Context: an optimization exercise on an open-source flow, tuned for small area, a short achievable clock period and few clock cycles. The choices shown serve that exercise and are no tape-out recipe.
Power and IR drop assume default switching activity.

## fde_enc
module fde_enc (
    input  wire        clk,
    input  wire        rst,           
    input  wire [1:0]  cfg_rot,       
    input  wire        cfg_mir,
    input  wire        cfg_inv,
    input  wire        cfg_typeb,     
    input  wire        cfg_flush,     
    input  wire [31:0] cfg_addr,      
    input  wire        pix_valid,
    output wire        pix_ready,
    input  wire [31:0] pix_data,
    output wire        out_valid,
    input  wire        out_ready,
    output wire [7:0]  out_data,
    output wire        out_last,
    output wire        frame_done,
    output wire        frame_dup
);
    reg          trn;            
    reg          rrev;           
    reg          desc;           
    reg          inv, typeb, flush;
    reg  [31:0]  addr;
    reg          flip_wr;        
    reg          typeb_rd, desc_rd, flush_rd, flip_rd;
    reg  [7:0]   addr3_rd;       
    reg          pix_rdy;
    reg          in_wait;        
    reg  [7:0]   idx;
    wire         fire0 = pix_valid & pix_rdy;
    wire         first0 = (idx == 8'd0);
    wire         rr0 = first0 ? cfg_rot[1] : rrev;
    wire         fl0 = first0 ? cfg_rot[1] ^ flip_rd : flip_wr;
    wire [3:0]   row0 = (trn ? idx[3:0] : idx[7:4]) ^ {4{rr0}} ^ {fl0, 3'b000};
    reg          v1, last1;
    reg  [3:0]   row1;
    reg  [31:0]  d1;
    reg          v2, last2;
    reg  [3:0]   row2;
    reg  [31:0]  crc;            
    reg  [31:0]  last_fp;
    reg          last_ok;
    wire ce0 = d1[0] ^ d1[2] ^ d1[10] ^ d1[11] ^ d1[15] ^ d1[16] ^ d1[17] ^ d1[18] ^ d1[20] ^ d1[23] ^ d1[24] ^ d1[26] ^ d1[30];
  ...
Size in the first run: roughly 1800 cells after synthesis, roughly 510 flip-flops.
==> flow/config.mk <==
export PLATFORM = sky130hd
export DESIGN_NAME = fde_enc
export DESIGN_NICKNAME = fde_enc
export VERILOG_FILES = /design/flow/design.v
export SDC_FILE = /design/flow/constraint.sdc
export NUM_CORES = 4
export LEC_CHECK = 0
export CAP_MARGIN = 20
export CORE_MARGIN = 2
export CORE_UTILIZATION = 65
export CTS_CLUSTER_DIAMETER = 150
export CTS_CLUSTER_SIZE = 20
export SLEW_MARGIN = 20
==> flow/constraint.sdc <==
create_clock -name core_clock -period 10.0 [get_ports {clk}]
set_input_delay 2.0000 -clock core_clock [delete_from_list [all_inputs] [get_ports {clk}]]
set_output_delay 2.0000 -clock core_clock [all_outputs]
set_load 0.01 [all_outputs]
standard.sh (not shown) runs the stock make flow with config.mk's settings and CLKGATE_MAP_FILE= SYNTH_SCRIPT=/design/flow/synth_recipe.tcl, a recipe that flattens the netlist after the stock synthesis.
==> flow/flow/run.sh <==
#!/bin/bash
set -euo pipefail
bash standard.sh SETUP_SLACK_MARGIN=7 'BUFFER_PORTS_ARGS=-buffer_cell sky130_fd_sc_hd__buf_1' finish > standard_flow.log 2>&1
The baseline completed with no timing, DRC or antenna violations.
Rerun with:
--- a/flow/design.v
+++ b/flow/design.v
@@ -248,30 +248,28 @@
     reg          gen_on;
     reg  [1:0]   panel;
     reg  [4:0]   pos;
     reg  [2:0]   col;            
     reg  [7:0]   nsum;           
     reg  [7:0]   cb;             
     reg  [7:0]   sb;             
     reg          sb_v;
     reg  [7:0]   gbyte;
-    wire         o_free;         
-    reg          o_v, o_l;
-    reg  [7:0]   o_d;
+    reg          o_v, o_l, s_v, s_l, o_lh;
+    reg  [7:0]   o_d, s_d, o_h;     
     reg          done_r, dup_r, dupw;
     assign pix_ready  = pix_rdy;
-    assign o_free     = ~o_v | out_ready;
     assign out_valid  = o_v;
     assign out_data   = o_d;
     assign out_last   = o_l;
     assign frame_done = done_r;
     assign frame_dup  = dup_r;
-    wire gen_fire = gen_on & o_free;
+    wire gen_fire = gen_on & ~s_v;
     wire [4:0] last_pos = typeb_rd ? 5'd23 : 5'd11;
     wire gen_end  = gen_fire & (panel == 2'd3) & (pos == last_pos);
     wire col_next = typeb_rd ? (pos[0] == 1'b0 && pos >= 5'd4 && pos <= 5'd18)
                           : (pos >= 5'd2 && pos <= 5'd9);
     wire rot_step = gen_fire & col_next;
     wire [3:0] place = desc_rd ? {~col, 1'b1} : 4'd0;
     wire       rhalf = panel[1] ^ flip_rd;       
     reg  [7:0] cbyte;
     integer k;
@@ -306,34 +304,37 @@
                 5'd22:   gbyte = hexdig(nsum[7:4]);
                 5'd23:   gbyte = hexdig(nsum[3:0]);
                 default: gbyte = pos[0] ? hexdig(cb[7:4]) : hexdig(cb[3:0]);
             endcase
         end
     end
     wire summed = typeb_rd && pos >= 5'd1 && pos <= 5'd20;
     wire [31:0] fp  = crc;      
     wire        dup = last_ok && (last_fp == fp);
+    wire        o_free = ~o_v | out_ready;
+    wire [7:0]  o_new  = s_v ? s_d : (gen_on ? gbyte : (typeb ? 8'h02 : 8'h80));
+    wire        o_lnew = s_v ? s_l : gen_end;
     wire        dispatch = last2 & ~dup;
     wire        dup_done = ((last2 & dup) | dupw) & ~o_v;
     wire        gen_on_n = (gen_on & ~gen_end) | dispatch;
     wire        wait_keep = ~dispatch & ~dup_done;
     wire [7:0]  idx_inc = idx + 8'd1;
     wire        early = panel[1] & (panel[0] | (pos >= 5'd3));
     wire        rd_done = (panel == 2'd3) & (pos > (typeb_rd ? 5'd18 : 5'd9));
     wire        rdy_f = ~((in_wait | (idx == 8'd255)) & wait_keep) &
                         (~gen_on_n | (early & (trn ? ~idx_inc[3] : ~idx_inc[7])) |
                          (rd_done & (idx_inc != 8'd255)));
     wire        rdy_nf = ~(in_wait & wait_keep) &
                          (~gen_on_n | (early & (trn ? ~idx[3] : ~idx[7])) |
                           (rd_done & (idx != 8'd255)));
     wire        pix_rdy_n = fire0 ? rdy_f : rdy_nf;
     wire        in_wait_n = (in_wait | (fire0 & (idx == 8'd255))) & wait_keep;
-    wire        spec0 = dispatch & o_free;
+    wire        spec0 = dispatch & o_free & ~s_v;
     always @(posedge clk) begin
         d1    <= pix_data;
         lx2   <= lx;
         ly2   <= ly;
         row1  <= row0;
         row2  <= row1;
         if (fire0 && first0) begin
             trn   <= cfg_rot[0];
             rrev  <= cfg_rot[1];
@@ -354,18 +355,19 @@
             v2      <= 1'b0;
             last2   <= 1'b0;
             crc     <= CRC_INIT;
             last_ok <= 1'b0;
             gen_on  <= 1'b0;
             panel   <= 2'd0;
             pos     <= 5'd0;
             col     <= 3'd0;
             o_v     <= 1'b0;
+            s_v     <= 1'b0;
             sb_v    <= 1'b0;
             done_r  <= 1'b0;
             dup_r   <= 1'b0;
             dupw    <= 1'b0;
         end else begin
             if (fire0)
                 idx <= idx_inc;
             in_wait <= in_wait_n;
             pix_rdy <= pix_rdy_n;
@@ -416,31 +418,45 @@
                 if (pos == last_pos) begin
                     pos   <= 5'd0;
                     panel <= panel + 2'd1;
                     if (panel == 2'd3)
                         gen_on  <= 1'b0;
                 end else begin
                     pos <= pos + 5'd1;
                 end
             end
-            if (o_free)
-                o_v <= gen_fire | spec0;
+            if (o_free) begin
+                if (s_v) begin
+                    o_v <= 1'b1;
+                    s_v <= 1'b0;
+                end else begin
+                    o_v <= gen_fire | spec0;
+                end
+            end else if (gen_fire) begin
+                s_v <= 1'b1;
+            end
         end
         if (dispatch) begin
             typeb_rd <= typeb;
             desc_rd  <= desc;
             flush_rd <= flush;
             addr3_rd <= addr[31:24];
         end
         sb <= gbyte;
-        if (o_free) begin
-            o_d <= gen_on ? gbyte : (typeb ? 8'h02 : 8'h80);
-            o_l <= gen_end;
+        o_d <= o_free ? o_new : o_h;
+        o_l <= o_free ? o_lnew : o_lh;
+        if (o_free & (s_v | gen_fire | spec0)) begin
+            o_h  <= o_new;
+            o_lh <= o_lnew;
+        end
+        if (!o_free && gen_fire) begin
+            s_d <= gbyte;
+            s_l <= gen_end;
         end
     end
     genvar r;
     generate
         for (r = 0; r < 16; r = r + 1) begin : g_row
             wire ld = v2 && (row2 == r);
             wire rt = rot_step && (rhalf == r[3]);
             always @(posedge clk) begin
                 if (ld || rt)
Worst setup slack improved by 36 ps; fmax grows by 1.2%; cell area goes up by 1.3%; die area goes up by 0.35%; worst hold slack loses 14 ps; wire length goes up by 2.4%; sequential share of layout area came out higher by 1.1 points; via count came out lower by 0.43%; global-route usage rises by 0.25 points; utilization climbs by 0.80 points; sequential power grows by about 4%; critical path depth stays the same; clock power goes up by about 4%.
No run of this note included a check of the RTL's function; only the layout flow was run.

-- static timing again, ports no longer ideal --
The results above use ideal ports. As a check the final layouts listed here were re-extracted and re-timed, cells and wires unchanged. Step 1: set_driving_cell puts a clkbuf_16 on clk and a buf_2 on each other input, an assumption about the parent block. Step 2 also shifts input and output timing later by t, the mid clock arrival at the registers, as if the neighbouring blocks saw the same clock. Three values: ideal ports, drivers, drivers and shift; two values: the first two.
run	t, ns	setup slack, ns	latest minus earliest clock arrival (ns)	slew at the worst register clock pin (ns)
the first run	0.651	6.855 / 6.797 / 6.473	0.032 / 0.031	0.09 / 0.09
the second run	0.665	6.892 / 6.834 / 6.528	0.042 / 0.042	0.10 / 0.10
After both steps setup and hold are still met in every run listed. For the first run, which loses most, drivers alone change the setup slack by -0.058 ns; drivers and shift together by -0.382 ns.
